What follows belongs to an exercise in optimizing a design on an open flow for small area, a short achievable clock period and few clock cycles; a production flow would make more cautious choices.
Where RTL was checked, it was by simulation tests only, not by an equivalence proof against the original.
Function not checked in runs 2 to 5: the RTL went through the layout flow alone.
Power figures rest on the tool's default switching activity, not on a simulated workload.

## flow/config.mk

```make
export PLATFORM = sky130hd
export DESIGN_NAME = t1_codec
export DESIGN_NICKNAME = t1_codec
export VERILOG_FILES = /design/flow/design.v
export SDC_FILE = /design/flow/constraint.sdc
export NUM_CORES = 4
export LEC_CHECK = 0
export ABC_AREA = 1
export CAP_MARGIN = 20
export CORE_MARGIN = 2
export CORE_UTILIZATION = 40
export SETUP_SLACK_MARGIN = 2.0
export SLEW_MARGIN = 20
export BUFFER_PORTS_ARGS = -buffer_cell sky130_fd_sc_hd__buf_2
export CTS_ARGS = -sink_clustering_enable -repair_clock_nets -dont_use_dummy_load -sink_clustering_size 30 -sink_clustering_max_diameter 80 -buf_list {sky130_fd_sc_hd__clkbuf_4 sky130_fd_sc_hd__clkbuf_8}
```

## flow/constraint.sdc

```tcl
create_clock -name core_clock -period 4.0 [get_ports {clk}]
set_input_delay 0.8000 -clock core_clock [delete_from_list [all_inputs] [get_ports {clk}]]
set_output_delay 0.8000 -clock core_clock [all_outputs]
set_load 0.01 [all_outputs]
```

## flow/design.v

```verilog
module t1_crc16_byte (
    input  wire [15:0] crc_in,
    input  wire [7:0]  data,
    output reg  [15:0] crc_out
);
    integer i;
    always @* begin
        crc_out = crc_in ^ {8'h00, data};
        for (i = 0; i < 8; i = i + 1) begin
            if (crc_out[0])
                crc_out = (crc_out >> 1) ^ 16'h8408;
            else
                crc_out = crc_out >> 1;
        end
    end
endmodule
module t1_check_pcb (
    input  wire [7:0] pcb,
    input  wire       ns_slave,
    input  wire       ns_master,
    input  wire       orig_chained,
    input  wire [7:0] last_tx_pcb,
    output reg  [2:0] code
);
    wire is_i = !pcb[7];
    wire is_r = pcb[7] && !pcb[6];
    wire rsv_ok = is_i ? (pcb[4:0] == 5'd0) :
                  is_r ? (pcb[6:5] == 2'd0 && pcb[3:2] == 2'd0) :
                         !pcb[4];
    wire seq_ok = is_i ? (pcb[6] == ns_slave) :
                  is_r ? (orig_chained || (pcb[4] == ns_master)) :
                         1'b1;
    wire sent_s_req = (last_tx_pcb[7:6] == 2'b11) && !last_tx_pcb[5];
    wire match_ok   = !sent_s_req || (pcb == (last_tx_pcb | 8'h20));
    always @* begin
        if (!rsv_ok)        code = 3'd2;
        else if (!seq_ok)   code = 3'd4;
        else if (!match_ok) code = 3'd5;
        else                code = 3'd0;
    end
endmodule
module t1_check_len (
    input  wire [7:0] pcb,
    input  wire [7:0] len,
    output reg        len_ok
);
    always @* begin
        if (len == 8'd255)
            len_ok = 1'b0;
        else if (!pcb[7])
            len_ok = 1'b1;                  
        else if (!pcb[6])
            len_ok = (len == 8'd0);
        else begin
            case (pcb[3:0])
                4'h1, 4'h3: len_ok = (len == 8'd1);
                4'h0, 4'h2: len_ok = (len == 8'd0);
                4'hF:       len_ok = 1'b1;
                default:    len_ok = 1'b0;
            endcase
        end
    end
endmodule
module t1_tx_framer (
    input  wire       clk,
    input  wire       rst,
    input  wire       in_valid,
    output wire       in_ready,
    input  wire [7:0] in_data,
    input  wire       in_crc,
    output reg        out_valid,
    input  wire       out_ready,
    output reg  [7:0] out_data,
    output wire       out_last
);
    localparam S_NAD  = 3'd0;
    localparam S_PCB  = 3'd1;
    localparam S_LEN  = 3'd2;
    localparam S_DATA = 3'd3;
    localparam S_CK0  = 3'd4;
    localparam S_CK1  = 3'd5;
    reg  [2:0]  state;
    reg         use_crc;
    reg  [7:0]  remaining;
    reg  [15:0] acc;
    assign out_last = (state == S_NAD);
    wire out_free = !out_valid || out_ready;
    wire hdr      = !state[2];                
    assign in_ready = hdr && out_free;
    wire load_b   = in_valid && in_ready;
    wire load_ck  = !hdr && out_free;
    wire        mode = (state == S_NAD) ? in_crc : use_crc;
    wire [15:0] crc_next;
    t1_crc16_byte u_crc (.crc_in(acc), .data(in_data), .crc_out(crc_next));
    always @(posedge clk) begin
        if (rst) begin
            state     <= S_NAD;
            out_valid <= 1'b0;
            acc       <= 16'hFFFF;
        end else begin
            if (out_free)
                out_valid <= 1'b0;
            if (load_b) begin
                out_valid <= 1'b1;
                out_data  <= in_data;
                acc       <= mode ? crc_next : {acc[15:8], acc[7:0] ^ in_data};
                case (state)
                    S_NAD: begin
                        use_crc <= in_crc;
                        state   <= S_PCB;
                    end
                    S_PCB: state <= S_LEN;
                    S_LEN: begin
                        remaining <= in_data;
                        state     <= (in_data == 8'd0) ? S_CK0 : S_DATA;
                    end
                    default: begin
                        remaining <= remaining - 8'd1;
                        if (remaining == 8'd1)
                            state <= S_CK0;
                    end
                endcase
            end
            if (load_ck) begin
                out_valid <= 1'b1;
                out_data  <= ~acc[7:0];
                acc       <= {8'hFF, acc[15:8]};
                if (state == S_CK0 && use_crc) begin
                    state    <= S_CK1;
                end else begin
                    state    <= S_NAD;
                end
            end
        end
    end
endmodule
module t1_rx_deframer (
    input  wire        clk,
    input  wire        rst,
    input  wire        in_valid,
    output wire        in_ready,
    input  wire [7:0]  in_data,
    input  wire        in_crc,
    input  wire        ns_slave,
    input  wire        ns_master,
    input  wire        orig_chained,
    input  wire [7:0]  last_tx_pcb,
    output wire        data_valid,
    input  wire        data_ready,
    output wire [7:0]  data_out,
    output reg         stat_valid,
    input  wire        stat_ready,
    output reg  [7:0]  stat_nad,
    output reg  [7:0]  stat_pcb,
    output reg  [7:0]  stat_len,
    output wire [1:0]  stat_kind,
    output wire [15:0] stat_cksum,
    output reg  [2:0]  stat_code
);
    reg st_nad, st_pcb, st_len, st_data, st_drop, st_ck0, st_ck1;
    reg  [7:0]  h;
    reg         hv;
    reg         use_crc;
    reg  [7:0]  remaining;
    reg  [15:0] acc;
    assign stat_cksum = acc;
    assign stat_kind  = {stat_pcb[7] & stat_pcb[6], stat_pcb[7] & ~stat_pcb[6]};
    assign data_out   = h;
    assign data_valid = hv && st_data;
    wire stat_free = !stat_valid || stat_ready;
    wire cons = hv && (st_nad ? stat_free : st_data ? data_ready : 1'b1);
    assign in_ready = !hv || cons;
    wire last = (st_ck0 && !use_crc) || st_ck1;
    wire data_end = (remaining == 8'd1);
    wire        mode     = st_nad ? in_crc : use_crc;
    wire [15:0] acc_base = acc | {16{st_nad}};
    wire [15:0] crc_next;
    t1_crc16_byte u_crc (.crc_in(acc_base), .data(h), .crc_out(crc_next));
    wire [15:0] acc_next = mode ? crc_next : {acc_base[15:8], acc_base[7:0] ^ h};
    wire [2:0] pcb_code;
    t1_check_pcb u_chk_pcb (
        .pcb         (h),
        .ns_slave    (ns_slave),
        .ns_master   (ns_master),
        .orig_chained(orig_chained),
        .last_tx_pcb (last_tx_pcb),
        .code        (pcb_code)
    );
    wire len_ok;
    t1_check_len u_chk_len (.pcb(stat_pcb), .len(h), .len_ok(len_ok));
    wire ck_match = (h == ~acc[7:0]);
    always @(posedge clk) begin
        if (rst) begin
            hv         <= 1'b0;
            st_nad     <= 1'b1;
            st_pcb     <= 1'b0;
            st_len     <= 1'b0;
            st_data    <= 1'b0;
            st_drop    <= 1'b0;
            st_ck0     <= 1'b0;
            st_ck1     <= 1'b0;
            stat_valid <= 1'b0;
        end else begin
            if (in_ready) begin
                h  <= in_data;
                hv <= in_valid;
            end
            if (stat_valid && stat_ready)
                stat_valid <= 1'b0;
            if (cons) begin
                st_nad  <= last;
                st_pcb  <= st_nad;
                st_len  <= st_pcb;
                st_data <= (st_len && h != 8'd0) || (st_data && !data_end);
                st_drop <= st_data && data_end && (&stat_len);
                st_ck0  <= (st_len && h == 8'd0) || (st_data && data_end && !(&stat_len)) ||
                           st_drop;
                st_ck1  <= st_ck0 && use_crc;
                if (last)
                    stat_valid <= 1'b1;
            end
            if (cons && !(st_ck0 || st_ck1))
                acc <= acc_next;
            if (cons && st_nad) begin
                stat_nad <= h;
                use_crc  <= in_crc;
            end
            if (cons && st_pcb) begin
                stat_pcb  <= h;
                stat_code <= pcb_code;
            end
            if (cons && st_len) begin
                stat_len  <= h;
                remaining <= {h[7:1], h[0] & ~(&h)};
                if (stat_code != 3'd2 && !len_ok)
                    stat_code <= 3'd3;
            end
            if (cons && st_data) begin
                remaining  <= remaining - 8'd1;
            end
            if (cons && (st_ck0 || st_ck1)) begin
                acc <= use_crc ? {h, acc[15:8]} : {8'h00, h};
                if (!ck_match)
                    stat_code <= 3'd1;
            end
        end
    end
endmodule
module t1_codec (
    input  wire        clk,
    input  wire        rst,
    input  wire        tx_in_valid,
    output wire        tx_in_ready,
    input  wire [7:0]  tx_in_data,
    input  wire        tx_in_crc,
    output wire        tx_out_valid,
    input  wire        tx_out_ready,
    output wire [7:0]  tx_out_data,
    output wire        tx_out_last,
    input  wire        rx_in_valid,
    output wire        rx_in_ready,
    input  wire [7:0]  rx_in_data,
    input  wire        rx_in_crc,
    input  wire        rx_ns_slave,
    input  wire        rx_ns_master,
    input  wire        rx_orig_chained,
    input  wire [7:0]  rx_last_tx_pcb,
    output wire        rx_data_valid,
    input  wire        rx_data_ready,
    output wire [7:0]  rx_data,
    output wire        rx_stat_valid,
    input  wire        rx_stat_ready,
    output wire [7:0]  rx_stat_nad,
    output wire [7:0]  rx_stat_pcb,
    output wire [7:0]  rx_stat_len,
    output wire [1:0]  rx_stat_kind,
    output wire [15:0] rx_stat_cksum,
    output wire [2:0]  rx_stat_code
);
    t1_tx_framer u_tx (
        .clk      (clk),
        .rst      (rst),
        .in_valid (tx_in_valid),
        .in_ready (tx_in_ready),
        .in_data  (tx_in_data),
        .in_crc   (tx_in_crc),
        .out_valid(tx_out_valid),
        .out_ready(tx_out_ready),
        .out_data (tx_out_data),
        .out_last (tx_out_last)
    );
    t1_rx_deframer u_rx (
        .clk         (clk),
        .rst         (rst),
        .in_valid    (rx_in_valid),
        .in_ready    (rx_in_ready),
        .in_data     (rx_in_data),
        .in_crc      (rx_in_crc),
        .ns_slave    (rx_ns_slave),
        .ns_master   (rx_ns_master),
        .orig_chained(rx_orig_chained),
        .last_tx_pcb (rx_last_tx_pcb),
        .data_valid  (rx_data_valid),
        .data_ready  (rx_data_ready),
        .data_out    (rx_data),
        .stat_valid  (rx_stat_valid),
        .stat_ready  (rx_stat_ready),
        .stat_nad    (rx_stat_nad),
        .stat_pcb    (rx_stat_pcb),
        .stat_len    (rx_stat_len),
        .stat_kind   (rx_stat_kind),
        .stat_cksum  (rx_stat_cksum),
        .stat_code   (rx_stat_code)
    );
endmodule
```

## flow/flow/run.sh

```bash
#!/bin/bash
# The standard layout, with plain buffers on the ports, sizing free to
# change a cell's footprint, and a clock tree of fewer, larger clusters
# without dummy loads.
set -euo pipefail
cat >> config.mk <<'MK'
export BUFFER_PORTS_ARGS = -buffer_cell sky130_fd_sc_hd__buf_2
export CTS_ARGS = -sink_clustering_enable -repair_clock_nets -dont_use_dummy_load -sink_clustering_size 30 -sink_clustering_max_diameter 80 -buf_list {sky130_fd_sc_hd__clkbuf_4 sky130_fd_sc_hd__clkbuf_8}
MK
bash standard.sh MATCH_CELL_FOOTPRINT=0 finish > standard.log 2>&1
```

## flow/standard.sh

```bash
#!/bin/bash
# synth_recipe.tcl (not shown) runs the flow's synth.tcl, then flattens the netlist and writes it again
# the make line also repeats each setting of config.mk as NAME=value (left out here)
make -C /OpenROAD-flow-scripts/flow DESIGN_CONFIG=/design/flow/config.mk WORK_HOME=/design/flow/orfs CLKGATE_MAP_FILE= SYNTH_SCRIPT=/design/flow/synth_recipe.tcl "${@:-finish}"
```

==> results.py, run 1 <==
metrics = {
    "global_route": {
        "met2_usage": 0.3251,
        "grt_max_degree": 23,
        "grt_use_met3": 0.03441,
        "grt_usage": 0.2031,
        "grt_pass1_wl_mm": 25.69,
        "first_global_vias": 5014,
        "grt_antenna_before_repair": 0,
        "top_usage_layer": "met2",
        "grt_overflow": 0,
        "met1_usage": 0.2702,
    },
    "floorplanning": {
        "num_io_pins": 103,
        "start_util": 0.4098,
        "fp.dieW_um": 126.3,
        "rows": 44,
        "die_y_um": 126.3,
        "core_mm2": 0.01459,
        "dieArea_mm2": 0.01594,
    },
    "clock_tree": {
        "cts_max_path_buffers": 2,
        "cts_made_buffers": 9,
        "cts_tree": "yes",
        "clkTransAtPathRegs_ns": 0.10,
        "cts.sinks": 106,
        "cts_root_buf": "clkbuf_8",
        "h-tree-depth": 3,
        "clkLatencyLatePin_ns": 0.39,
        "ctsHoldBuffers": 0,
    },
    "sta": {
        "finClkSkew_ns": 0.03193,
        "setup_ws_ns": 1.904,
        "final_hold_viol_count": 0,
        "rsz0062_at_grt": "yes",
        "fmax_mhz": 477.1,
        "finalCriticalPeriod_ns": 2.096,
        "slew-limit-headroom": 0.4257,
        "setup_viol": 0,
        "post-route-period-util": 0.5240,
        "tightest_slew_ns": 0.8615,
        "fin_setup_tns_ns": 0,
        "finalMaxSlewViolations": 0,
    },
    "detailed_routing": {
        "vias": 5396,
        "dr.first_iter.drc_count": 446,
        "first_pass_iters": 5,
        "routed_wl_mm": 16.51,
        "viasPerCell": 5.198,
        "wl_per_cell_um": 15.91,
        "drc_errors": 0,
        "drtAntennaViolNets": 0,
    },
    "synth": {
        "ys_seq_elements": 106,
        "synth_area_mm2": 0.005978,
        "syn_nets": 763,
        "synth_xor_area_frac": 0.08141,
        "synth_top_family_by_area": "simple AND/OR/NAND/NOR gates",
        "yosys-mux-area-fraction": 0,
        "yosys.cell_types.count": 41,
        "avgSynthCellArea_um2": 8.269,
        "syn_inst": 723,
        "synthAdderAreaFrac": 0.008372,
        "synth_compound_area_frac": 0.1130,
        "synth_warnings": 5,
        "ys_seq_area_frac": 0.4839,
        "yosys.area_share.simple": 0.2463,
    },
    "final_layout": {
        "final_common_cell": "nand2_1",
        "final_util": 0.4974,
        "area_growth_pct": 21.39,
        "final_cell_mix": "nand2_1 (195), buf_2 (96), edfxtp_1 (77)",
        "drive_gt1_frac": 0.2541,
        "finalNetCount": 896,
        "final.fill_count": 1378,
        "finalNonFillerCells": 1038,
        "top_regs": "u_rx.acc (16), u_tx.acc (16)",
        "antenna_cells": 0,
    },
    "pwr": {
        "p_per_area_mw_per_mm2": 453.4,
        "peakVddDrop_mv": 0.2610,
        "total_power_mw": 3.291,
        "power_leakage_nw": 3.240,
    },
    "min_path": {
        "hold_class": "reg2reg",
        "holdPathStages": 2,
    },
    "critical_path": {
        "cp-start-kind": "primary input",
        "crit_fanout": 2,
        "cp.arrival_ns": 1.30,
        "cp.required_ns": 3.20,
        "ff2ff_path_depth": 6,
        "critPathCaptureType": "output pin",
        "criticalPathCategory": "in2out",
    },
    "placed_design": {
        "place.gp.congestion": 0.8672,
        "placement.io_buffers": 102,
        "place_ws_ns": 1.250,
        "dp_cells": 987,
        "dp_hpwl_mm": 11.51,
    },
    "status": {
        "status": "complete, no violations",
    },
    "job": {
        "drv_cap": 0,
    },
}
## final timing paths
kind / from / endpoint / slack [ns]
worst min-delay path: u_rx.st_drop$_SDFFE_PP0P_ / u_rx.st_drop$_SDFFE_PP0P_ / 0.49
worst max register to register: u_rx.st_nad$_SDFFE_PP1P_ / u_rx.remaining[4]$_DFFE_PP_ / 2.00
worst max-delay path: rx_stat_ready / rx_in_ready / 1.90
worst min register to register: u_rx.st_drop$_SDFFE_PP0P_ / u_rx.st_drop$_SDFFE_PP0P_ / 0.49
## cell type report
type                    instances  area, um^2  area share
flip-flops and latches        106        2903      0.4000
multi-input cells             520        2811      0.3874
inverters                      74       289.0     0.03983
repair buffers                145       899.6      0.1240
clock buffers                   9       123.9     0.01707
well taps                     184       230.2     0.03172
## per-stage QoR
stage	hold WS (ns)	instance area [um^2]
2_1_floorplan	0.4460	6006
5_1_grt	0.5208	7257
6_report	0.4941	7257
4_1_cts	0.4931	7113
3_3_place_gp	0.4598	6634
3_5_place_dp	0.4691	6634
## critical path, cell delays in order
cell and delay [ns]:
buf_6 0.09, inv_2 0.06, nand3_4 0.07, nand2_2 0.09, nand2_2 0.06, buf_6 0.12
## cells in the mapped netlist, drive strengths merged
cell type / instances / area, um^2
nand2: 205 / 782.0
nor2: 79 / 359.1
edfxtp: 77 / 2312
inv: 74 / 280.3
o21ai: 56 / 295.3
nand3: 43 / 220.2
xor2: 37 / 331.6
a21oi: 32 / 160.2
dfxtp: 29 / 580.6
buf: 16 / 93.84
xnor2: 16 / 155.2
o211ai: 10 / 75.07
nor3: 9 / 45.04
clkbuf: 7 / 26.28
nand4: 6 / 37.54
a221oi: 5 / 43.79
ha: 4 / 50.05
o22ai: 4 / 25.02
a211oi: 3 / 22.52
nand3b: 2 / 15.01
o31ai: 2 / 15.01
a22oi: 1 / 7.510
a31o: 1 / 8.760
a31oi: 1 / 6.260
nor3b: 1 / 7.510
o21bai: 1 / 7.510
o311ai: 1 / 8.760
or2: 1 / 6.260
## where the power goes
part	internal, mW	leakage, nW	switching, mW
Clock	0.203	0.0647	0.351
Combinational	0.482	2.23	0.797
Sequential	1.35	0.949	0.112
## logic make-up (layout without fill, tap and decap cells)
group	count (synthesis)	in the layout
buffers and inverters	97	228
adder cells (fa/ha/maj)	4	4
AO/OA/AOI/OAI	117	117
XOR/XNOR	53	53
AND/OR/NAND/NOR	346	346
flip-flops	106	106
## timing repair
action / in CTS / in global routing
gates resized for setup: 25 / 23
pin swaps: 3 / 6
endpoints found under the hold margin: 0 / 0
setup endpoints to repair: 91 / 98
setup buffers: 35 / 7
## layer usage
| metal | wire length, um | share of wire |
|---|---|---|
| met5 | 0 | 0 |
| met4 | 482 | 0.029 |
| met3 | 897 | 0.054 |
| met2 | 7686 | 0.47 |
| met1 | 7446 | 0.45 |
Testbench counts, summed over its fixed seeds: cycles 17,575.
==> run 2, diff against run 1 <==
--- a/flow/design.v
+++ b/flow/design.v
@@ -71,7 +71,7 @@
     output reg        out_valid,
     input  wire       out_ready,
     output reg  [7:0] out_data,
-    output wire       out_last
+    output reg        out_last
 );
     localparam S_NAD  = 3'd0;
     localparam S_PCB  = 3'd1;
@@ -83,7 +83,6 @@
     reg         use_crc;
     reg  [7:0]  remaining;
     reg  [15:0] acc;
-    assign out_last = (state == S_NAD);
     wire out_free = !out_valid || out_ready;
     wire hdr      = !state[2];                
     assign in_ready = hdr && out_free;
@@ -103,6 +102,7 @@
             if (load_b) begin
                 out_valid <= 1'b1;
                 out_data  <= in_data;
+                out_last  <= 1'b0;
                 acc       <= mode ? crc_next : {acc[15:8], acc[7:0] ^ in_data};
                 case (state)
                     S_NAD: begin
@@ -126,8 +126,10 @@
                 out_data  <= ~acc[7:0];
                 acc       <= {8'hFF, acc[15:8]};
                 if (state == S_CK0 && use_crc) begin
+                    out_last <= 1'b0;
                     state    <= S_CK1;
                 end else begin
+                    out_last <= 1'b1;
                     state    <= S_NAD;
                 end
             end
@@ -153,7 +155,7 @@
     output reg  [7:0]  stat_nad,
     output reg  [7:0]  stat_pcb,
     output reg  [7:0]  stat_len,
-    output wire [1:0]  stat_kind,
+    output reg  [1:0]  stat_kind,
     output wire [15:0] stat_cksum,
     output reg  [2:0]  stat_code
 );
@@ -164,7 +166,6 @@
     reg  [7:0]  remaining;
     reg  [15:0] acc;
     assign stat_cksum = acc;
-    assign stat_kind  = {stat_pcb[7] & stat_pcb[6], stat_pcb[7] & ~stat_pcb[6]};
     assign data_out   = h;
     assign data_valid = hv && st_data;
     wire stat_free = !stat_valid || stat_ready;
@@ -227,6 +228,7 @@
             end
             if (cons && st_pcb) begin
                 stat_pcb  <= h;
+                stat_kind <= {h[7] & h[6], h[7] & ~h[6]};
                 stat_code <= pcb_code;
             end
             if (cons && st_len) begin
==> run 2 against run 1 <==
Against the previous run:
- total power is 2.6% lower
- routed wire length is 1.3% lower
- core utilization is 1.4 points lower
- global-route usage is 0.14 points higher
- sequential power is 3% higher
- clock skew hardly changed
- register-to-register slack better by 0.04 ns
- first-iteration DRC count is 25% lower
- largest power group unchanged
==> results.py, run 2 <==
metrics = {
    "clock_tree": {
        "cts_tree": "yes",
        "clkTransAtPathRegs_ns": 0.08,
        "clkLatencyLatePin_ns": 0.38,
        "ctsHoldBuffers": 0,
        "cts_max_path_buffers": 2,
        "cts_root_buf": "clkbuf_8",
        "cts.sinks": 109,
        "h-tree-depth": 3,
        "cts_made_buffers": 9,
    },
    "sta": {
        "slew-limit-headroom": 0.4395,
        "fmax_mhz": 471.7,
        "setup_ws_ns": 1.880,
        "tightest_slew_ns": 0.8363,
        "finalMaxSlewViolations": 0,
        "setup_viol": 0,
        "final_hold_viol_count": 0,
        "rsz0062_at_grt": "yes",
        "post-route-period-util": 0.5299,
        "fin_setup_tns_ns": 0,
        "hold_ws_ns": 0.4710,
        "finalCriticalPeriod_ns": 2.120,
        "finClkSkew_ns": 0.03187,
    },
    "synth": {
        "ys_top_cells_by_count": "nand2_1 (204), edfxtp_1 (80), inv_1 (73)",
        "ys_seq_elements": 109,
        "syn_inst": 738,
        "synth_edf_count": 80,
        "synth_area_mm2": 0.006105,
        "synth-async-reset-ratio": 0,
        "synth_warnings": 5,
        "synth_top_area_cell": "edfxtp_1",
        "ys_top_cells_by_area": "edfxtp_1 (39%), nand2_1 (13%), dfxtp_1 (9.5%), o21ai_0 (4.7%), inv_1 (4.5%)",
        "yosys.cell_types.count": 43,
        "ys_seq_area_frac": 0.4886,
        "syn_nets": 778,
        "synth.most_common_cell": "nand2_1",
        "synth_top_area_share": 0.3935,
        "ys.flop_type": "edfxtp_1",
        "avgSynthCellArea_um2": 8.272,
    },
    "floorplanning": {
        "die_y_um": 127.5,
        "start_util": 0.4061,
        "rows": 45,
        "dieArea_mm2": 0.01627,
        "fp.dieW_um": 127.5,
        "num_io_pins": 103,
        "core_mm2": 0.01503,
    },
    "final_layout": {
        "top_regs": "u_rx.acc (16), u_tx.acc (16)",
        "final_common_cell": "nand2_1",
        "final_cell_mix": "nand2_1 (198), buf_2 (97), edfxtp_1 (80)",
        "drive_gt1_frac": 0.2308,
        "final_util": 0.4835,
        "area_growth_pct": 19.06,
        "antenna_cells": 0,
        "finalNetCount": 900,
    },
    "critical_path": {
        "cp.arrival_ns": 1.32,
        "cp.required_ns": 3.20,
        "cp-startpoint": "rx_data_ready",
        "reg2reg_setup_slack_ns": 2.04,
        "r2r-end": "u_rx.stat_nad[7]$_DFFE_PP_",
        "r2r_start": "u_rx.st_nad$_SDFFE_PP1P_",
        "cp-start-kind": "primary input",
        "criticalPathCategory": "in2out",
        "ff2ff_path_depth": 5,
        "crit_fanout": 4,
        "critPathCaptureType": "output pin",
    },
    "detailed_routing": {
        "vias": 5291,
        "drc_errors": 0,
        "wl_per_cell_um": 15.59,
        "dr.first_iter.drc_count": 336,
        "first_pass_iters": 5,
        "routed_wl_mm": 16.30,
        "drtAntennaViolNets": 0,
        "viasPerCell": 5.058,
    },
    "placed_design": {
        "dp_hpwl_mm": 11.55,
        "place.gp.congestion": 0.8429,
        "placement.io_buffers": 102,
        "place_ws_ns": 1.215,
    },
    "status": {
        "status": "complete, no violations",
    },
    "job": {
        "drv_cap": 0,
    },
    "pwr": {
        "p_per_area_mw_per_mm2": 441.1,
        "total_power_mw": 3.206,
        "power_leakage_nw": 3.257,
        "peakVddDrop_mv": 0.3052,
    },
    "global_route": {
        "grt_antenna_before_repair": 0,
        "first_global_vias": 4954,
        "grt_max_degree": 26,
        "grt_pass1_wl_mm": 25.90,
        "grt_overflow": 0,
        "grt_usage": 0.2044,
    },
    "min_path": {
        "hold_class": "reg2reg",
        "holdPathEnd": "u_rx.st_len$_SDFFE_PP0P_",
        "holdPathStages": 2,
        "hold_start": "u_rx.st_len$_SDFFE_PP0P_",
    },
}
-- run 2: cell types whose count changed after synthesis, moves of 4 or more --
cell / change
a221oi_1: -5
inv_1: +7
nand2_1: +4
nor2_1: -8
o21ai_0: +12
o21ai_1: -4
xnor2_1: +5
xor2_1: -8
-- run 2: what timing repair did --
| action | in CTS | in global routing |
|---|---|---|
| pin swaps | 1 | 4 |
| setup endpoints to repair | 115 | 56 |
| setup buffers | 21 | 8 |
| gates resized for setup | 16 | 23 |
-- run 2: per-layer routing --
metal  wire length (um)  track usage  vias to the layer above  part of all wire
li1                   -            -                     2669                 -
met1               7191       0.2603                     2458              0.44
met2               8136       0.3599                      140              0.50
met3                649      0.03266                       24             0.040
met4                327      0.05818                        0             0.020
met5                  0            0                        -                 0
-- run 2: kinds of logic (layout without fill, tap and decap cells) --
kind of cell / after synthesis / after routing / share of synthesized area
simple gates: 343 / 343 / 0.2429
xor+xnor: 48 / 48 / 0.07010
buf+inv: 104 / 224 / 0.07071
flops: 109 / 109 / 0.4886
compound gates: 130 / 130 / 0.1195
fa+ha+maj: 4 / 4 / 0.008199
-- run 2: area by class of cell --
type | count | area, um^2
clock buffers | 9 | 123.9
flip-flops and latches | 109 | 2990
repair buffers | 133 | 778.2
well taps | 188 | 235.2
inverters | 82 | 321.6
multi-input cells | 525 | 2819
fillers | 1476 | 7765
-- run 2: per-stage QoR --
stage | cells | instance area, um^2
6_report | 1046 | 7268
5_1_grt | 1046 | 7268
4_1_cts | 1038 | 7128
3_5_place_dp | 1008 | 6793
3_3_place_gp | 1008 | 6793
2_1_floorplan | 738 | 6153
-- run 2: worst max-delay path, stage by stage --
cell	delay (ns)
buf_6	0.09
nand3b_4	0.16
nand2_4	0.10
nand2_4	0.05
buf_6	0.12
-- run 2: where the power goes --
part,internal [mW],switching (mW)
Clock,0.203,0.345
Sequential,1.38,0.118
Combinational,0.433,0.729
-- run 2: how the worst max path moves through the flow --
stage | endpoint | slack [ns] | cells past startpoint
after detailed placement | u_tx.out_data[0]$_DFFE_PP_ | 1.22 | 7
after floorplan | u_rx.h[0]$_DFFE_PP_ | 1.91 | 3
after CTS | rx_in_ready | 1.75 | 5
final | rx_in_ready | 1.88 | 5
after global routing | rx_in_ready | 1.84 | 5
after global placement | u_tx.out_data[6]$_DFFE_PP_ | 1.20 | 7
==> run 3, diff against run 2 <==
--- a/flow/design.v
+++ b/flow/design.v
@@ -71,7 +71,7 @@
     output reg        out_valid,
     input  wire       out_ready,
     output reg  [7:0] out_data,
-    output reg        out_last
+    output wire       out_last
 );
     localparam S_NAD  = 3'd0;
     localparam S_PCB  = 3'd1;
@@ -83,26 +83,48 @@
     reg         use_crc;
     reg  [7:0]  remaining;
     reg  [15:0] acc;
+    assign out_last = (state == S_NAD);
+    reg  hdr_r, rbase;
     wire out_free = !out_valid || out_ready;
-    wire hdr      = !state[2];                
-    assign in_ready = hdr && out_free;
+    wire hdr      = hdr_r;
+    assign in_ready = rbase || (hdr_r && out_ready);
     wire load_b   = in_valid && in_ready;
     wire load_ck  = !hdr && out_free;
     wire        mode = (state == S_NAD) ? in_crc : use_crc;
     wire [15:0] crc_next;
     t1_crc16_byte u_crc (.crc_in(acc), .data(in_data), .crc_out(crc_next));
+    reg [2:0] state_n;
+    reg       ov_n;
+    always @* begin
+        state_n = state;
+        ov_n    = out_valid && !out_ready;
+        if (load_b) begin
+            ov_n = 1'b1;
+            case (state)
+                S_NAD:   state_n = S_PCB;
+                S_PCB:   state_n = S_LEN;
+                S_LEN:   state_n = (in_data == 8'd0) ? S_CK0 : S_DATA;
+                default: if (remaining == 8'd1) state_n = S_CK0;
+            endcase
+        end
+        if (load_ck) begin
+            ov_n    = 1'b1;
+            state_n = (state == S_CK0 && use_crc) ? S_CK1 : S_NAD;
+        end
+    end
     always @(posedge clk) begin
         if (rst) begin
             state     <= S_NAD;
             out_valid <= 1'b0;
             acc       <= 16'hFFFF;
+            hdr_r     <= 1'b1;
+            rbase     <= 1'b1;
         end else begin
             if (out_free)
                 out_valid <= 1'b0;
             if (load_b) begin
                 out_valid <= 1'b1;
                 out_data  <= in_data;
-                out_last  <= 1'b0;
                 acc       <= mode ? crc_next : {acc[15:8], acc[7:0] ^ in_data};
                 case (state)
                     S_NAD: begin
@@ -121,15 +143,15 @@
                     end
                 endcase
             end
+            hdr_r <= !state_n[2];
+            rbase <= !state_n[2] && !ov_n;
             if (load_ck) begin
                 out_valid <= 1'b1;
                 out_data  <= ~acc[7:0];
                 acc       <= {8'hFF, acc[15:8]};
                 if (state == S_CK0 && use_crc) begin
-                    out_last <= 1'b0;
                     state    <= S_CK1;
                 end else begin
-                    out_last <= 1'b1;
                     state    <= S_NAD;
                 end
             end
@@ -155,7 +177,7 @@
     output reg  [7:0]  stat_nad,
     output reg  [7:0]  stat_pcb,
     output reg  [7:0]  stat_len,
-    output reg  [1:0]  stat_kind,
+    output wire [1:0]  stat_kind,
     output wire [15:0] stat_cksum,
     output reg  [2:0]  stat_code
 );
@@ -165,12 +187,16 @@
     reg         use_crc;
     reg  [7:0]  remaining;
     reg  [15:0] acc;
+    reg         go;
+    reg         rbase;
+    reg         wait_nad;
+    reg         data_valid_r;
     assign stat_cksum = acc;
+    assign stat_kind  = {stat_pcb[7] & stat_pcb[6], stat_pcb[7] & ~stat_pcb[6]};
     assign data_out   = h;
-    assign data_valid = hv && st_data;
-    wire stat_free = !stat_valid || stat_ready;
-    wire cons = hv && (st_nad ? stat_free : st_data ? data_ready : 1'b1);
-    assign in_ready = !hv || cons;
+    assign data_valid = data_valid_r;
+    wire cons = go || (wait_nad && stat_ready) || (data_valid_r && data_ready);
+    assign in_ready = rbase || (wait_nad && stat_ready) || (data_valid_r && data_ready);
     wire last = (st_ck0 && !use_crc) || st_ck1;
     wire data_end = (remaining == 8'd1);
     wire        mode     = st_nad ? in_crc : use_crc;
@@ -190,61 +216,84 @@
     wire len_ok;
     t1_check_len u_chk_len (.pcb(stat_pcb), .len(h), .len_ok(len_ok));
     wire ck_match = (h == ~acc[7:0]);
+    reg hv_n, nad_n, pcb_n, len_n, data_n, drop_n, ck0_n, ck1_n, sv_n;
+    always @* begin
+        hv_n   = in_ready ? in_valid : hv;
+        nad_n  = st_nad;
+        pcb_n  = st_pcb;
+        len_n  = st_len;
+        data_n = st_data;
+        drop_n = st_drop;
+        ck0_n  = st_ck0;
+        ck1_n  = st_ck1;
+        sv_n   = stat_valid && !stat_ready;
+        if (cons) begin
+            nad_n  = last;
+            pcb_n  = st_nad;
+            len_n  = st_pcb;
+            data_n = (st_len && h != 8'd0) || (st_data && !data_end);
+            drop_n = st_data && data_end && (&stat_len);
+            ck0_n  = (st_len && h == 8'd0) || (st_data && data_end && !(&stat_len)) ||
+                     st_drop;
+            ck1_n  = st_ck0 && use_crc;
+            if (last)
+                sv_n = 1'b1;
+        end
+    end
     always @(posedge clk) begin
         if (rst) begin
-            hv         <= 1'b0;
-            st_nad     <= 1'b1;
-            st_pcb     <= 1'b0;
-            st_len     <= 1'b0;
-            st_data    <= 1'b0;
-            st_drop    <= 1'b0;
-            st_ck0     <= 1'b0;
-            st_ck1     <= 1'b0;
-            stat_valid <= 1'b0;
+            hv           <= 1'b0;
+            st_nad       <= 1'b1;
+            st_pcb       <= 1'b0;
+            st_len       <= 1'b0;
+            st_data      <= 1'b0;
+            st_drop      <= 1'b0;
+            st_ck0       <= 1'b0;
+            st_ck1       <= 1'b0;
+            stat_valid   <= 1'b0;
+            go           <= 1'b0;
+            rbase        <= 1'b1;
+            wait_nad     <= 1'b0;
+            data_valid_r <= 1'b0;
         end else begin
-            if (in_ready) begin
-                h  <= in_data;
-                hv <= in_valid;
-            end
-            if (stat_valid && stat_ready)
-                stat_valid <= 1'b0;
-            if (cons) begin
-                st_nad  <= last;
-                st_pcb  <= st_nad;
-                st_len  <= st_pcb;
-                st_data <= (st_len && h != 8'd0) || (st_data && !data_end);
-                st_drop <= st_data && data_end && (&stat_len);
-                st_ck0  <= (st_len && h == 8'd0) || (st_data && data_end && !(&stat_len)) ||
-                           st_drop;
-                st_ck1  <= st_ck0 && use_crc;
-                if (last)
-                    stat_valid <= 1'b1;
-            end
-            if (cons && !(st_ck0 || st_ck1))
-                acc <= acc_next;
-            if (cons && st_nad) begin
-                stat_nad <= h;
-                use_crc  <= in_crc;
-            end
-            if (cons && st_pcb) begin
-                stat_pcb  <= h;
-                stat_kind <= {h[7] & h[6], h[7] & ~h[6]};
-                stat_code <= pcb_code;
-            end
-            if (cons && st_len) begin
-                stat_len  <= h;
-                remaining <= {h[7:1], h[0] & ~(&h)};
-                if (stat_code != 3'd2 && !len_ok)
-                    stat_code <= 3'd3;
-            end
-            if (cons && st_data) begin
-                remaining  <= remaining - 8'd1;
-            end
-            if (cons && (st_ck0 || st_ck1)) begin
-                acc <= use_crc ? {h, acc[15:8]} : {8'h00, h};
-                if (!ck_match)
-                    stat_code <= 3'd1;
-            end
+            hv           <= hv_n;
+            st_nad       <= nad_n;
+            st_pcb       <= pcb_n;
+            st_len       <= len_n;
+            st_data      <= data_n;
+            st_drop      <= drop_n;
+            st_ck0       <= ck0_n;
+            st_ck1       <= ck1_n;
+            stat_valid   <= sv_n;
+            go           <= hv_n && ((!nad_n && !data_n) || (nad_n && !sv_n));
+            rbase        <= !hv_n || (!nad_n && !data_n) || (nad_n && !sv_n);
+            wait_nad     <= hv_n && nad_n;
+            data_valid_r <= hv_n && data_n;
+        end
+        if (in_ready)
+            h <= in_data;
+        if (cons && !(st_ck0 || st_ck1))
+            acc <= acc_next;
+        if (cons && st_nad) begin
+            stat_nad <= h;
+            use_crc  <= in_crc;
+        end
+        if (cons && st_pcb) begin
+            stat_pcb  <= h;
+            stat_code <= pcb_code;
+        end
+        if (cons && st_len) begin
+            stat_len  <= h;
+            remaining <= {h[7:1], h[0] & ~(&h)};
+            if (stat_code != 3'd2 && !len_ok)
+                stat_code <= 3'd3;
+        end
+        if (cons && st_data)
+            remaining <= remaining - 8'd1;
+        if (cons && (st_ck0 || st_ck1)) begin
+            acc <= use_crc ? {h, acc[15:8]} : {8'h00, h};
+            if (!ck_match)
+                stat_code <= 3'd1;
         end
     end
 endmodule
==> run 3 against run 2 <==
Against the previous run:
- highest routed layer unchanged
- largest power group unchanged
- critical path depth fell by 1
- area after synthesis grew 1.2%
- core utilization decreased by 0.29 points
==> results.py, run 3 <==
metrics = {
    "pwr": {
        "total_power_mw": 2.935,
        "power_leakage_nw": 3.237,
        "peakVddDrop_mv": 0.2015,
        "p_per_area_mw_per_mm2": 403.2,
    },
    "synth": {
        "synth_edf_count": 74,
        "ys_seq_area_frac": 0.4830,
        "ys_seq_elements": 112,
        "syn_nets": 775,
        "yosys.cell_types.count": 45,
        "syn_inst": 735,
        "synth_warnings": 5,
        "synth_top_area_share": 0.3598,
        "synth.most_common_cell": "nand2_1",
        "ys_top_cells_by_count": "nand2_1 (181), edfxtp_1 (74), inv_1 (74)",
        "ys.flop_type": "edfxtp_1",
        "avgSynthCellArea_um2": 8.403,
        "ys_top_cells_by_area": "edfxtp_1 (36%), dfxtp_1 (12%), nand2_1 (11%), o21ai_0 (4.7%), inv_1 (4.5%)",
        "synth_area_mm2": 0.006176,
        "synth_top_area_cell": "edfxtp_1",
        "synth-async-reset-ratio": 0,
    },
    "min_path": {
        "hold_class": "reg2reg",
        "hold_start": "u_rx.st_drop$_SDFFE_PP0N_",
        "holdPathStages": 2,
    },
    "sta": {
        "slew-limit-headroom": 0.5751,
        "fin_setup_tns_ns": 0,
        "setup_viol": 0,
        "finClkSkew_ns": 0.03107,
        "post-route-period-util": 0.5240,
        "tightest_slew_ns": 0.6339,
        "setup_ws_ns": 1.904,
        "fmax_mhz": 477.1,
        "rsz0062_at_grt": "yes",
        "finalMaxSlewViolations": 0,
        "finalCriticalPeriod_ns": 2.096,
        "final_hold_viol_count": 0,
    },
    "detailed_routing": {
        "viasPerCell": 5.128,
        "drtAntennaViolNets": 0,
        "vias": 5364,
        "dr.first_iter.drc_count": 382,
        "first_pass_iters": 5,
        "routed_wl_mm": 16.85,
        "wl_per_cell_um": 16.11,
        "drc_errors": 0,
    },
    "critical_path": {
        "crit_fanout": 2,
        "cp-start-kind": "primary input",
        "cp.required_ns": 3.20,
        "r2r_start": "u_rx.h[3]$_DFFE_PN_",
        "cp.arrival_ns": 1.30,
        "ff2ff_path_depth": 11,
        "critPathCaptureType": "output pin",
        "criticalPathCategory": "in2out",
        "cp-startpoint": "rx_stat_ready",
    },
    "floorplanning": {
        "die_y_um": 128.3,
        "fp.dieW_um": 128.3,
        "rows": 45,
        "start_util": 0.4078,
        "dieArea_mm2": 0.01645,
        "num_io_pins": 103,
        "core_mm2": 0.01515,
    },
    "final_layout": {
        "finalNetCount": 900,
        "top_regs": "u_rx.acc (16), u_tx.acc (16)",
        "area_growth_pct": 17.85,
        "drive_gt1_frac": 0.2331,
        "final_common_cell": "nand2_1",
        "final.fill_count": 1486,
        "finalNonFillerCells": 1046,
        "final_cell_mix": "nand2_1 (176), buf_2 (100), edfxtp_1 (74)",
        "antenna_cells": 0,
    },
    "clock_tree": {
        "h-tree-depth": 3,
        "cts.sinks": 112,
        "clkLatencyLatePin_ns": 0.40,
        "cts_root_buf": "clkbuf_8",
        "ctsHoldBuffers": 0,
        "cts_max_path_buffers": 2,
        "cts_tree": "yes",
        "cts_made_buffers": 9,
        "clkTransAtPathRegs_ns": 0.10,
    },
    "job": {
        "drv_cap": 0,
    },
    "placed_design": {
        "dp_cells": 1003,
        "place_ws_ns": 1.399,
        "placement.io_buffers": 102,
        "place.gp.congestion": 0.8418,
        "dp_hpwl_mm": 11.55,
    },
    "global_route": {
        "grt_overflow": 0,
        "grt_max_degree": 28,
        "grt_pass1_wl_mm": 25.65,
        "first_global_vias": 4754,
        "grt_antenna_before_repair": 0,
        "grt_usage": 0.2025,
    },
    "status": {
        "status": "complete, no violations",
    },
}
-- run 3: final timing paths --
check | to | slack [ns]
worst max register to register | u_rx.stat_code[2]$_DFF_P_ | 2.09
worst min register to register | u_rx.st_drop$_SDFFE_PP0N_ | 0.48
worst max-delay path | rx_in_ready | 1.90
worst min-delay path | u_rx.st_drop$_SDFFE_PP0N_ | 0.48
-- run 3: metal layers --
layer	vias to the layer above	part of all wire	track usage
met1	2518	0.47	0.2876
li1	2664	-	-
met2	155	0.46	0.3141
met3	27	0.045	0.03130
met5	-	0	0
met4	0	0.024	0.07240
-- run 3: layout make-up --
class                   instances  area, um^2  share of cell area
inverters                      79       307.8             0.04229
flip-flops and latches        112        2989              0.4107
multi-input cells             522        2840              0.3902
repair buffers                136       782.0              0.1074
well taps                     188       235.2             0.03232
clock buffers                   9       123.9             0.01702
-- run 3: worst max-delay path: stages --
cell	delay, ns
buf_8	0.10
nand2_4	0.06
nand3b_1	0.15
buf_2	0.18
-- run 3: logic make-up after synthesis --
kind of cell,share of synthesized area
DFF,0.4830
and+or+nand+nor,0.2346
buffers and inverters,0.07070
adders and majority gates,0.008104
muxes,0.001621
AOI/OAI and AO/OA,0.1149
xor gates and xnor gates,0.08712
-- run 3: timing repair --
| action | 4_1_cts | 5_1_grt |
|---|---|---|
| gates resized for setup | 7 | 14 |
| setup endpoints to repair | 31 | 62 |
| pin swaps | 3 | 6 |
| cloned | 1 | 1 |
| buffers inserted | 23 | 9 |
-- run 3: per-stage QoR --
step                        util  area (um^2)  hold slack (ns)
final                     0.4805         7278           0.4779
after global routing      0.4805         7278           0.4912
after CTS                 0.4720         7149           0.4769
after detailed placement  0.4502         6819           0.4633
after global placement    0.4502         6819           0.4568
after floorplan                -         6198           0.4411
-- run 3: report_power, final --
group | switching [mW] | total (mW) | internal, mW | leakage (nW)
clock network | 0.361 | 0.565 | 0.204 | 0.0647
registers | 0.101 | 1.48 | 1.38 | 1.00
logic | 0.559 | 0.893 | 0.334 | 2.17
==> run 4, diff against run 3 <==
--- a/flow/config.mk
+++ b/flow/config.mk
@@ -8,7 +8,7 @@
 export ABC_AREA = 1
 export CAP_MARGIN = 20
 export CORE_MARGIN = 2
-export CORE_UTILIZATION = 40
+export CORE_UTILIZATION = 50
 export SETUP_SLACK_MARGIN = 2.0
 export SLEW_MARGIN = 20
 export BUFFER_PORTS_ARGS = -buffer_cell sky130_fd_sc_hd__buf_2
==> run 4 against run 3 <==
Against the previous run:
- flip-flop and latch count stayed put
- highest routed layer unchanged
- critical path type unchanged
- critical endpoint unchanged
- register-to-register slack better by 0.05 ns
- die area is 19% lower
- cell count is 4.9% lower
- sequential power hardly changed
==> results.py, run 4 <==
metrics = {
    "synth": {
        "syn_nets": 775,
        "yosys-mux-area-fraction": 0.001621,
        "synth-async-reset-ratio": 0,
        "synthAdderAreaFrac": 0.008104,
        "ys_top_cells_by_area": "edfxtp_1 (36%), dfxtp_1 (12%), nand2_1 (11%), o21ai_0 (4.7%), inv_1 (4.5%)",
        "synth_xor_area_frac": 0.08712,
        "synth_edf_count": 74,
        "ys_seq_elements": 112,
        "synth_warnings": 5,
        "synth_top_area_cell": "edfxtp_1",
        "ys_top_cells_by_count": "nand2_1 (181), edfxtp_1 (74), inv_1 (74)",
        "avgSynthCellArea_um2": 8.403,
        "ys_seq_area_frac": 0.4830,
        "synth_area_mm2": 0.006176,
        "syn_inst": 735,
        "synth_top_family_by_area": "simple AND/OR/NAND/NOR gates",
        "yosys.area_share.simple": 0.2346,
        "ys.flop_type": "edfxtp_1",
        "synth_top_area_share": 0.3598,
        "synth_compound_area_frac": 0.1149,
        "yosys.cell_types.count": 45,
        "synth.most_common_cell": "nand2_1",
    },
    "clock_tree": {
        "cts_tree": "yes",
        "cts.sinks": 112,
        "clkLatencyLatePin_ns": 0.39,
        "cts_max_path_buffers": 2,
        "cts_made_buffers": 9,
        "clkTransAtPathRegs_ns": 0.09,
        "cts_root_buf": "clkbuf_8",
        "h-tree-depth": 3,
    },
    "global_route": {
        "grt_pass1_wl_mm": 25.58,
        "grt_max_degree": 28,
        "first_global_vias": 4950,
        "grt_overflow": 0,
        "grt_antenna_before_repair": 0,
        "grt_usage": 0.2509,
    },
    "floorplanning": {
        "dieArea_mm2": 0.01326,
        "die_y_um": 115.1,
        "core_mm2": 0.01201,
        "start_util": 0.5142,
        "num_io_pins": 103,
        "rows": 40,
        "fp.dieW_um": 115.1,
    },
    "final_layout": {
        "finalNetCount": 890,
        "final.fill_count": 1071,
        "area_growth_pct": 16.19,
        "antenna_cells": 0,
        "drive_gt1_frac": 0.2241,
        "final_common_cell": "nand2_1",
        "top_regs": "u_rx.acc (16), u_tx.acc (16)",
        "final_cell_mix": "nand2_1 (176), buf_2 (100), edfxtp_1 (74)",
        "layout.area.seq_mm2": 0.002987,
        "multiInputGateArea_mm2": 0.002846,
    },
    "status": {
        "status": "complete, no violations",
    },
    "min_path": {
        "holdPathStages": 2,
        "hold_class": "reg2reg",
        "holdPathEnd": "u_rx.st_ck1$_SDFFE_PP0N_",
        "hold_start": "u_rx.st_ck0$_SDFFE_PP0N_",
    },
    "placed_design": {
        "dp_hpwl_mm": 11.50,
        "place.gp.congestion": 0.8904,
        "placement.io_buffers": 102,
    },
    "sta": {
        "setup_viol": 0,
        "fin_setup_tns_ns": 0,
        "finClkSkew_ns": 0.03612,
        "fmax_mhz": 479.2,
        "finalCriticalPeriod_ns": 2.087,
        "post-route-period-util": 0.5217,
        "finalMaxSlewViolations": 0,
        "rsz0062_at_grt": "yes",
        "slew-limit-headroom": 0.5547,
        "final_hold_viol_count": 0,
        "tightest_slew_ns": 0.6643,
        "hold_ws_ns": 0.4826,
    },
    "critical_path": {
        "r2r-end": "u_rx.acc[14]$_DFFE_PP_",
        "reg2reg_setup_slack_ns": 2.14,
        "slowest_stage": "buf_2",
        "ff2ff_path_depth": 8,
        "crit_fanout": 3,
        "cp.arrival_ns": 1.29,
        "cp_num_buf_inv": 2,
        "slowest_delay_ns": 0.17,
        "cp.required_ns": 3.20,
        "r2r_start": "u_rx.h[6]$_DFFE_PN_",
        "path_cells": "buf_8, nand2_4, nand3b_1, buf_2",
        "criticalPathCategory": "in2out",
        "cp-start-kind": "primary input",
        "critical_path.top_delay_family": "buffers and inverters",
        "critPathCaptureType": "output pin",
        "crit_cells": 4,
    },
    "detailed_routing": {
        "wl_per_cell_um": 16.65,
        "vias": 5314,
        "viasPerCell": 5.341,
        "first_pass_iters": 7,
        "drc_errors": 0,
        "dr.first_iter.drc_count": 344,
        "drtAntennaViolNets": 0,
        "routed_wl_mm": 16.57,
    },
    "pwr": {
        "p_per_area_mw_per_mm2": 406.7,
        "p_switching_mw": 1.007,
        "seqPwrFrac": 0.503,
        "clkPwrFrac": 0.191,
        "peakVddDrop_mv": 0.2348,
        "power_leakage_nw": 3.196,
        "p_comb_frac": 0.306,
        "p_int_mw": 1.911,
        "switching_share": 0.3452,
    },
    "job": {
        "drv_cap": 0,
    },
}
-- run 4: power by group through the flow --
stage / clock network (mW) / logic [mW] / registers (mW)
3_3_place_gp: 0 / 0.793 / 1.53
2_1_floorplan: 0 / 0.592 / 1.50
3_5_place_dp: 0 / 0.801 / 1.53
4_1_cts: 0.568 / 0.869 / 1.47
6_report: 0.557 / 0.892 / 1.47
5_1_grt: 0.606 / 1.00 / 1.48
-- run 4: stage by stage --
stage | worst slack, ns | area, um^2 | utilization | total power [mW] | std cells
final | 1.913 | 7176 | 0.5974 | 2.919 | 995
after global routing | 1.905 | 7176 | 0.5974 | 3.094 | 995
after CTS | 1.900 | 7059 | 0.5877 | 2.908 | 989
after detailed placement | 1.401 | 6768 | 0.5634 | 2.330 | 962
after global placement | 1.437 | 6768 | 0.5634 | 2.322 | 962
after floorplan | 2.006 | 6198 | - | 2.094 | 735
-- run 4: metal layers --
| layer | track usage | up-vias | part of all wire |
|---|---|---|---|
| li1 | - | 2642 | - |
| met1 | 0.3238 | 2457 | 0.43 |
| met2 | 0.4349 | 195 | 0.50 |
| met3 | 0.03585 | 20 | 0.056 |
| met4 | 0.08353 | 0 | 0.021 |
| met5 | 0 | - | 0 |
-- run 4: cell families (layout without fill, tap and decap cells) --
kind of cell,count (synthesis),in the layout
compound gates,128,128
xor+xnor,55,55
fa+ha+maj,4,4
buf+inv,103,215
flops,112,112
mux,1,1
simple gates,332,333
-- run 4: how the worst max path moves through the flow --
stage                             start            endpoint  slack [ns]
after global placement    rx_stat_ready  u_rx.go$_SDFF_PP0_        1.44
after detailed placement  rx_data_ready  u_rx.go$_SDFF_PP0_        1.40
after CTS                 rx_data_ready         rx_in_ready        1.90
after global routing      rx_stat_ready         rx_in_ready        1.91
after floorplan           rx_data_ready         rx_in_ready        2.01
final                     rx_stat_ready         rx_in_ready        1.91
-- run 4: final cells by class --
cell class | instances | share of cell area
sequential | 112 | 0.4162
multi-input combinational | 521 | 0.3967
timing repair buffer | 127 | 0.1018
inverter | 79 | 0.04237
tap | 147 | 0.02563
clock buffer | 9 | 0.01726
-- run 4: worst reg2reg max path, delay by kind of cell, from the launching register on --
kind | cells | cell delay [ns]
flops | 1 | 0.48
buf+inv | 2 | 0.47
compound gates | 2 | 0.16
xor+xnor | 1 | 0.21
simple gates | 3 | 0.29
-- run 4: what timing repair did --
action | in CTS | in global routing
cloned | 0 | 1
hold buffers | 0 | 0
endpoints found under the setup margin | 30 | 57
resized for setup | 5 | 16
buffers inserted | 18 | 5
pin swaps | 2 | 4
==> run 5, diff against run 4 <==
--- a/flow/flow/run.sh
+++ b/flow/flow/run.sh
@@ -4,7 +4,7 @@
 # without dummy loads.
 set -euo pipefail
 cat >> config.mk <<'MK'
-export BUFFER_PORTS_ARGS = -buffer_cell sky130_fd_sc_hd__buf_2
+export BUFFER_PORTS_ARGS = -buffer_cell sky130_fd_sc_hd__buf_1
 export CTS_ARGS = -sink_clustering_enable -repair_clock_nets -dont_use_dummy_load -sink_clustering_size 30 -sink_clustering_max_diameter 80 -buf_list {sky130_fd_sc_hd__clkbuf_4 sky130_fd_sc_hd__clkbuf_8}
 MK
 bash standard.sh MATCH_CELL_FOOTPRINT=0 finish > standard.log 2>&1
--- a/flow/config.mk
+++ b/flow/config.mk
@@ -8,8 +8,8 @@
 export ABC_AREA = 1
 export CAP_MARGIN = 20
 export CORE_MARGIN = 2
-export CORE_UTILIZATION = 50
+export CORE_UTILIZATION = 40
 export SETUP_SLACK_MARGIN = 2.0
 export SLEW_MARGIN = 20
-export BUFFER_PORTS_ARGS = -buffer_cell sky130_fd_sc_hd__buf_2
+export BUFFER_PORTS_ARGS = -buffer_cell sky130_fd_sc_hd__buf_1
 export CTS_ARGS = -sink_clustering_enable -repair_clock_nets -dont_use_dummy_load -sink_clustering_size 30 -sink_clustering_max_diameter 80 -buf_list {sky130_fd_sc_hd__clkbuf_4 sky130_fd_sc_hd__clkbuf_8}
==> run 5 against run 4 <==
Against the previous run:
- non-clock buffer count up 12
- total power down 0.44%
- first-iteration DRC count up 26%
- synthesized cell count unchanged
- critical endpoint unchanged
- largest power group unchanged
==> results.py, run 5 <==
metrics = {
    "final_layout": {
        "final_common_cell": "nand2_1",
        "finalNonFillerCells": 1049,
        "antenna_cells": 0,
        "drive_gt1_frac": 0.1231,
        "top_regs": "u_rx.acc (16), u_tx.acc (16)",
        "area_growth_pct": 15.94,
        "final_util": 0.4728,
        "final_cell_mix": "nand2_1 (176), buf_1 (98), edfxtp_1 (74)",
        "finalNetCount": 903,
    },
    "detailed_routing": {
        "drc_errors": 0,
        "vias": 5284,
        "drtAntennaViolNets": 0,
        "dr.first_iter.drc_count": 432,
        "wl_per_cell_um": 15.83,
        "first_pass_iters": 5,
        "viasPerCell": 5.037,
        "routed_wl_mm": 16.61,
    },
    "sta": {
        "rsz0062_at_grt": "yes",
        "setup_viol": 0,
        "final_hold_viol_count": 0,
        "setup_ws_ns": 1.939,
        "finalCriticalPeriod_ns": 2.061,
        "tightest_slew_ns": 0.6431,
        "hold_ws_ns": 0.4704,
        "fmax_mhz": 485.2,
        "fin_setup_tns_ns": 0,
        "slew-limit-headroom": 0.5689,
        "post-route-period-util": 0.5152,
        "finClkSkew_ns": 0.03465,
        "finalMaxSlewViolations": 0,
    },
    "global_route": {
        "grt_usage": 0.2001,
        "first_global_vias": 4972,
        "grt_max_degree": 28,
        "grt_antenna_before_repair": 0,
        "grt_overflow": 0,
        "grt_pass1_wl_mm": 25.33,
    },
    "clock_tree": {
        "cts_root_buf": "clkbuf_8",
        "cts_made_buffers": 9,
        "ctsHoldBuffers": 0,
        "h-tree-depth": 3,
        "cts_max_path_buffers": 2,
        "cts.sinks": 112,
        "clkTransAtPathRegs_ns": 0.09,
        "cts_tree": "yes",
        "clkLatencyLatePin_ns": 0.39,
    },
    "floorplanning": {
        "num_io_pins": 103,
        "fp.dieW_um": 128.3,
        "rows": 45,
        "die_y_um": 128.3,
        "core_mm2": 0.01515,
        "dieArea_mm2": 0.01645,
        "start_util": 0.4078,
    },
    "synth": {
        "ys.flop_type": "edfxtp_1",
        "syn_nets": 775,
        "avgSynthCellArea_um2": 8.403,
        "ys_top_cells_by_area": "edfxtp_1 (36%), dfxtp_1 (12%), nand2_1 (11%), o21ai_0 (4.7%), inv_1 (4.5%)",
        "ys_top_cells_by_count": "nand2_1 (181), edfxtp_1 (74), inv_1 (74)",
        "synth.most_common_cell": "nand2_1",
        "ys_seq_area_frac": 0.4830,
        "synth_edf_count": 74,
        "synth_top_area_share": 0.3598,
        "synth_warnings": 5,
        "yosys.cell_types.count": 45,
        "syn_inst": 735,
        "synth_area_mm2": 0.006176,
        "ys_seq_elements": 112,
        "synth-async-reset-ratio": 0,
        "synth_top_area_cell": "edfxtp_1",
    },
    "placed_design": {
        "place_ws_ns": 1.415,
        "placement.io_buffers": 102,
        "place.gp.congestion": 0.8259,
        "dp_hpwl_mm": 11.50,
        "dp_cells": 1006,
    },
    "status": {
        "status": "complete, no violations",
    },
    "critical_path": {
        "cp.required_ns": 3.20,
        "reg2reg_setup_slack_ns": 2.14,
        "critPathCaptureType": "output pin",
        "crit_fanout": 3,
        "criticalPathCategory": "in2out",
        "cp-start-kind": "primary input",
        "cp.arrival_ns": 1.26,
    },
    "pwr": {
        "peakVddDrop_mv": 0.1777,
        "power_leakage_nw": 2.940,
        "p_per_area_mw_per_mm2": 405.8,
    },
    "min_path": {
        "hold_class": "reg2reg",
    },
    "job": {
        "drv_cap": 0,
    },
}
==> run 5: layout make-up <==
class | instances | area, um^2
multi-input combinational | 522 | 2825
sequential | 112 | 2985
timing repair buffer | 139 | 675.6
fill | 1466 | 7985
tap | 188 | 235.2
clock buffer | 9 | 123.9
inverter | 79 | 315.3
==> run 5: metal layers <==
metal / track usage / vias to the layer above / wire length [um]
li1: - / 2663 / -
met1: 0.2673 / 2444 / 7597
met2: 0.3270 / 150 / 7748
met3: 0.03297 / 27 / 913
met4: 0.07498 / 0 / 350
met5: 0 / - / 0
==> run 5: kinds of logic (layout without fill, tap and decap cells) <==
kind of cell    Yosys count  in the layout  synth area share
simple gates            332            334            0.2346
compound gates          128            128            0.1149
flops                   112            112            0.4830
buf+inv                 103            227           0.07070
xor+xnor                 55             55           0.08712
fa+ha+maj                 4              4          0.008104
mux                       1              1          0.001621
==> run 5: worst max-delay path, stage by stage <==
cell and delay, ns:
buf_1 0.08, nand2_2 0.08, nand3b_1 0.13, buf_2 0.17
==> run 5: path summary, 6_finish.rpt <==
| kind | cells past startpoint | endpoint | startpoint |
|---|---|---|---|
| setup / recovery | 4 | rx_in_ready | rx_data_ready |
| hold / removal | 2 | u_rx.st_drop$_SDFFE_PP0N_ | u_rx.st_drop$_SDFFE_PP0N_ |
| setup reg to reg | 8 | u_rx.acc[9]$_DFFE_PP_ | u_rx.st_nad$_SDFF_PP1_ |
| hold reg to reg | 2 | u_rx.st_drop$_SDFFE_PP0N_ | u_rx.st_drop$_SDFFE_PP0N_ |
==> run 5: power breakdown <==
part	total (mW)	leakage [nW]	switching, mW	internal, mW
Sequential	1.47	1.00	0.0921	1.38
Clock	0.552	0.0647	0.349	0.203
Combinational	0.885	1.87	0.568	0.317
Total	2.91	2.94	1.01	1.90
==> run 5: repair_timing <==
item / CTS / global route
gates resized for setup: 6 / 17
setup buffers: 17 / 15
endpoints found under the setup margin: 28 / 64
gates cloned: 1 / 1
pin swaps: 3 / 6
endpoints found under the hold margin: 0 / 0
==> run 5: stage by stage <==
| stage | power, mW | cell area (um^2) |
|---|---|---|
| after floorplan | 2.094 | 6198 |
| after global placement | 2.313 | 6714 |
| after detailed placement | 2.317 | 6714 |
| after CTS | 2.891 | 6998 |
| after global routing | 3.075 | 7161 |
| final | 2.906 | 7161 |
==> run 6, diff against run 5 <==
--- a/flow/design.v
+++ b/flow/design.v
@@ -1,18 +1,17 @@
 module t1_crc16_byte (
     input  wire [15:0] crc_in,
     input  wire [7:0]  data,
-    output reg  [15:0] crc_out
+    output wire [15:0] crc_out
 );
-    integer i;
-    always @* begin
-        crc_out = crc_in ^ {8'h00, data};
-        for (i = 0; i < 8; i = i + 1) begin
-            if (crc_out[0])
-                crc_out = (crc_out >> 1) ^ 16'h8408;
-            else
-                crc_out = crc_out >> 1;
-        end
-    end
+    wire [7:0] x = crc_in[7:0] ^ data;
+    wire p04 = x[0] ^ x[4];
+    wire p15 = x[1] ^ x[5];
+    wire p26 = x[2] ^ x[6];
+    wire p37 = x[3] ^ x[7];
+    assign crc_out = {p37, p26, p15, p04, x[3],
+                      x[2] ^ p37, x[1] ^ p26, x[0] ^ p15,
+                      p04 ^ crc_in[15], x[3] ^ crc_in[14], x[2] ^ crc_in[13], x[1] ^ crc_in[12],
+                      x[0] ^ p37 ^ crc_in[11], p26 ^ crc_in[10], p15 ^ crc_in[9], p04 ^ crc_in[8]};
 endmodule
 module t1_check_pcb (
     input  wire [7:0] pcb,
==> flow/flow/run.sh (replaced) <==
#!/bin/bash
# The standard layout, with: plain buffers on the ports; sizing free to
# change a cell's footprint; a clock tree of larger clusters of small
# clock buffers without dummy loads; and an area-oriented ABC mapping
# script (flow/abc_area.script) in place of ORFS's (ABC_AREA is set).
# Everything else, registers included, is the standard synthesis and flow.
set -euo pipefail
here=$(pwd)
rm -rf "$here/scripts"
cp -r "$FLOW_HOME/scripts" "$here/scripts"
cp "$here/flow/abc_area.script" "$here/scripts/abc_area.script"
cat >> config.mk <<'MK'
export BUFFER_PORTS_ARGS = -buffer_cell sky130_fd_sc_hd__buf_1
export CTS_ARGS = -sink_clustering_enable -repair_clock_nets -dont_use_dummy_load -sink_clustering_size 30 -sink_clustering_max_diameter 80 -buf_list {sky130_fd_sc_hd__clkbuf_4 sky130_fd_sc_hd__clkbuf_8}
MK
bash standard.sh MATCH_CELL_FOOTPRINT=0 SCRIPTS_DIR="$here/scripts" finish > standard.log 2>&1
==> flow/flow/abc_area.script (new file) <==
strash
dch -f
amap
topo
stime -c
buffer -c
upsize -c
dnsize -c
--- a/flow/config.mk
+++ b/flow/config.mk
@@ -9,7 +9,7 @@
 export CAP_MARGIN = 20
 export CORE_MARGIN = 2
 export CORE_UTILIZATION = 40
-export SETUP_SLACK_MARGIN = 2.0
+export SETUP_SLACK_MARGIN = 2.2
 export SLEW_MARGIN = 20
 export BUFFER_PORTS_ARGS = -buffer_cell sky130_fd_sc_hd__buf_1
 export CTS_ARGS = -sink_clustering_enable -repair_clock_nets -dont_use_dummy_load -sink_clustering_size 30 -sink_clustering_max_diameter 80 -buf_list {sky130_fd_sc_hd__clkbuf_4 sky130_fd_sc_hd__clkbuf_8}
==> run 6 against run 5 <==
Against the previous run:
- count of clock-buffer cells in the layout unchanged
- flip-flop and latch count unchanged
- global-route usage is 5.5 points higher
- core utilization up 18 points
- clock power is 3% higher
- die area shrank 10%
- register-to-register slack lost 0.58 ns
- still clean on timing, DRC and antenna
- area after synthesis decreased by 11%
- clock skew fell by 0.0052 ns
- cell area increased by 21%
- largest cell class is now multi-input combinational cells
- routed wire length rose by 23%
- cell count shrank 2.3%
==> results.py, run 6 <==
metrics = {
    "synth": {
        "ys_seq_elements": 112,
        "synth_top_family_by_area": "compound AO/OA/AOI/OAI gates",
        "ys_top_cells_by_area": "edfxtp_1 (40%), dfxtp_1 (14%), o22ai_1 (6.8%), nor2_1 (5.9%), a21oi_1 (5.3%)",
        "yosys.cell_types.count": 55,
        "ys_top_cells_by_count": "nor2_1 (86), edfxtp_1 (74), o22ai_1 (60)",
        "synth-async-reset-ratio": 0,
        "ys.flop_type": "edfxtp_1",
        "synth_top_area_share": 0.4027,
        "synthAdderAreaFrac": 0.009070,
        "synth_top_area_cell": "edfxtp_1",
        "synth_compound_area_frac": 0.2413,
        "syn_inst": 584,
        "yosys.area_share.simple": 0.1492,
        "avgSynthCellArea_um2": 9.448,
        "syn_nets": 624,
        "synth_warnings": 4,
    },
    "detailed_routing": {
        "dr.first_iter.drc_count": 734,
        "routed_wl_mm": 20.49,
        "first_pass_iters": 8,
        "drtAntennaViolNets": 0,
        "drc_errors": 0,
    },
    "final_layout": {
        "final_common_cell": "buf_4",
        "final_cell_mix": "buf_4 (120), buf_1 (80), edfxtp_1 (74)",
        "top_regs": "u_rx.acc (16), u_tx.acc (16)",
        "drive_gt1_frac": 0.4193,
    },
    "floorplanning": {
        "core_mm2": 0.01335,
        "fp.dieW_um": 121.5,
        "start_util": 0.4134,
        "die_y_um": 121.5,
        "dieArea_mm2": 0.01475,
    },
    "clock_tree": {
        "clkLatencyLatePin_ns": 0.40,
        "cts_root_buf": "clkbuf_8",
        "clkTransAtPathRegs_ns": 0.11,
        "h-tree-depth": 3,
        "cts_max_path_buffers": 2,
        "cts_made_buffers": 9,
        "cts_tree": "yes",
    },
    "pwr": {
        "p_per_area_mw_per_mm2": 490.0,
        "total_power_mw": 4.253,
        "peakVddDrop_mv": 0.3857,
    },
    "sta": {
        "hold_ws_ns": 0.5049,
        "final_hold_viol_count": 0,
        "slew-limit-headroom": 0.5933,
        "rsz0062_at_grt": "yes",
        "fin_setup_tns_ns": 0,
        "finClkSkew_ns": 0.02946,
        "finalMaxSlewViolations": 0,
        "setup_ws_ns": 1.562,
        "fmax_mhz": 410.2,
    },
    "critical_path": {
        "path_cells": "buf_6, buf_4, buf_6, inv_8, a21oi_4, buf_4, nor4_1, a21oi_1, or3_1",
        "critical_path.top_delay_family": "simple AND/OR/NAND/NOR gates",
        "cp.arrival_ns": 2.70,
        "cp_num_buf_inv": 5,
        "r2r-end": "u_rx.stat_code[0]$_DFF_P_",
        "cp-start-kind": "flop",
        "reg2reg_setup_slack_ns": 1.56,
        "criticalPathCategory": "reg2reg",
        "critPathCaptureType": "flop",
        "ff2ff_path_depth": 9,
        "crit_fanout": 6,
        "slowest_stage": "nor4_1",
    },
    "min_path": {
        "holdPathEnd": "u_tx.hdr_r$_SDFF_PP1_",
    },
    "placed_design": {
        "dp_hpwl_mm": 11.05,
        "dp_cells": 855,
        "placement.io_buffers": 102,
        "place.gp.congestion": 0.9099,
    },
    "job": {
        "drv_cap": 0,
    },
    "global_route": {
        "first_global_vias": 5391,
        "grt_overflow": 0,
        "grt_max_degree": 23,
    },
    "status": {
        "status": "complete, no violations",
    },
}
-- run 6: how the worst max path moves through the flow --
stage                     depth (start not counted)           startpoint                        end  slack [ns]
final                                             9  u_rx.h[5]$_DFFE_PN_  u_rx.stat_code[0]$_DFF_P_        1.56
after global routing                              9  u_rx.h[5]$_DFFE_PN_  u_rx.stat_code[2]$_DFF_P_        1.59
after CTS                                         5        rx_data_ready                rx_in_ready        1.74
after detailed placement                         11        rx_stat_ready      u_rx.rbase$_SDFF_PP1_        1.01
after global placement                           11        rx_stat_ready      u_rx.rbase$_SDFF_PP1_        1.11
after floorplan                                   7        rx_stat_ready  u_rx.stat_code[0]$_DFF_P_        1.65
-- run 6: final cells by class --
cell class                 count  area [um^2]
timing repair inverter         2        16.27
tap                          176        220.2
clock buffer                   9        123.9
inverter                      69        360.3
timing repair buffer         268         1972
sequential                   112         2989
multi-input combinational    389         2998
fill                        1026         4668
-- run 6: per-stage QoR --
step	util	instance area, um^2
after global routing	0.6503	8680
after floorplan	-	5632
after CTS	0.5893	7866
after detailed placement	0.4652	6210
final	0.6503	8680
after global placement	0.4652	6210
-- run 6: what timing repair did --
action / 4_1_cts / 5_1_grt
gates cloned: 2 / 0
pin swaps: 37 / 47
resized for setup: 179 / 101
setup buffers: 112 / 47
hold buffers: 0 / 0
setup endpoints to repair: 119 / 130
-- run 6: metal layers --
| metal | GRT usage | vias to the layer above | share of wire |
|---|---|---|---|
| li1 | - | 2719 | - |
| met4 | 0.1157 | 0 | 0.054 |
| met1 | 0.3217 | 2840 | 0.38 |
| met5 | 0 | - | 0 |
| met3 | 0.03900 | 113 | 0.077 |
| met2 | 0.4322 | 374 | 0.49 |
-- run 6: power by group --
part | internal (mW) | switching (mW)
clock | 0.204 | 0.366
combinational | 0.909 | 1.12
sequential | 1.48 | 0.178
-- run 6: cell families (layout without fill, tap and decap cells) --
group	count (synthesis)	after routing
xor+xnor	1	1
fa+ha+maj	4	4
simple gates	177	177
flops	112	112
buf+inv	83	348
compound gates	207	207
Testbench counts of run 6, summed over its fixed seeds: cycles 17,575.

[re-timing with driven ports]
How much do the figures lean on ideal ports? The routed layouts below were timed once more, with nothing changed but the port constraints. Step 1, drivers: a clkbuf_16 drives clk and a buf_2 each remaining input, both assumed. Step 2 times the ports against the registers' clock, not the clock port: input delays grow and output delays shrink by t, the midpoint of the rising clock arrivals with the driver on. a / b / c = no drivers / after step 1 / after step 2; a / b = the first two.
run | t (ns) | slack for setup (ns)
run 1 | 0.407 | 1.904 / 1.869 / 1.575
run 2 | 0.398 | 1.880 / 1.828 / 1.633
run 3 | 0.420 | 1.904 / 1.858 / 1.745
run 4 | 0.400 | 1.913 / 1.860 / 1.709
run 5 | 0.413 | 1.939 / 1.903 / 1.697
run 6 | 0.417 | 1.562 / 1.562 / 1.438
After both steps setup and hold are still met in every run listed.
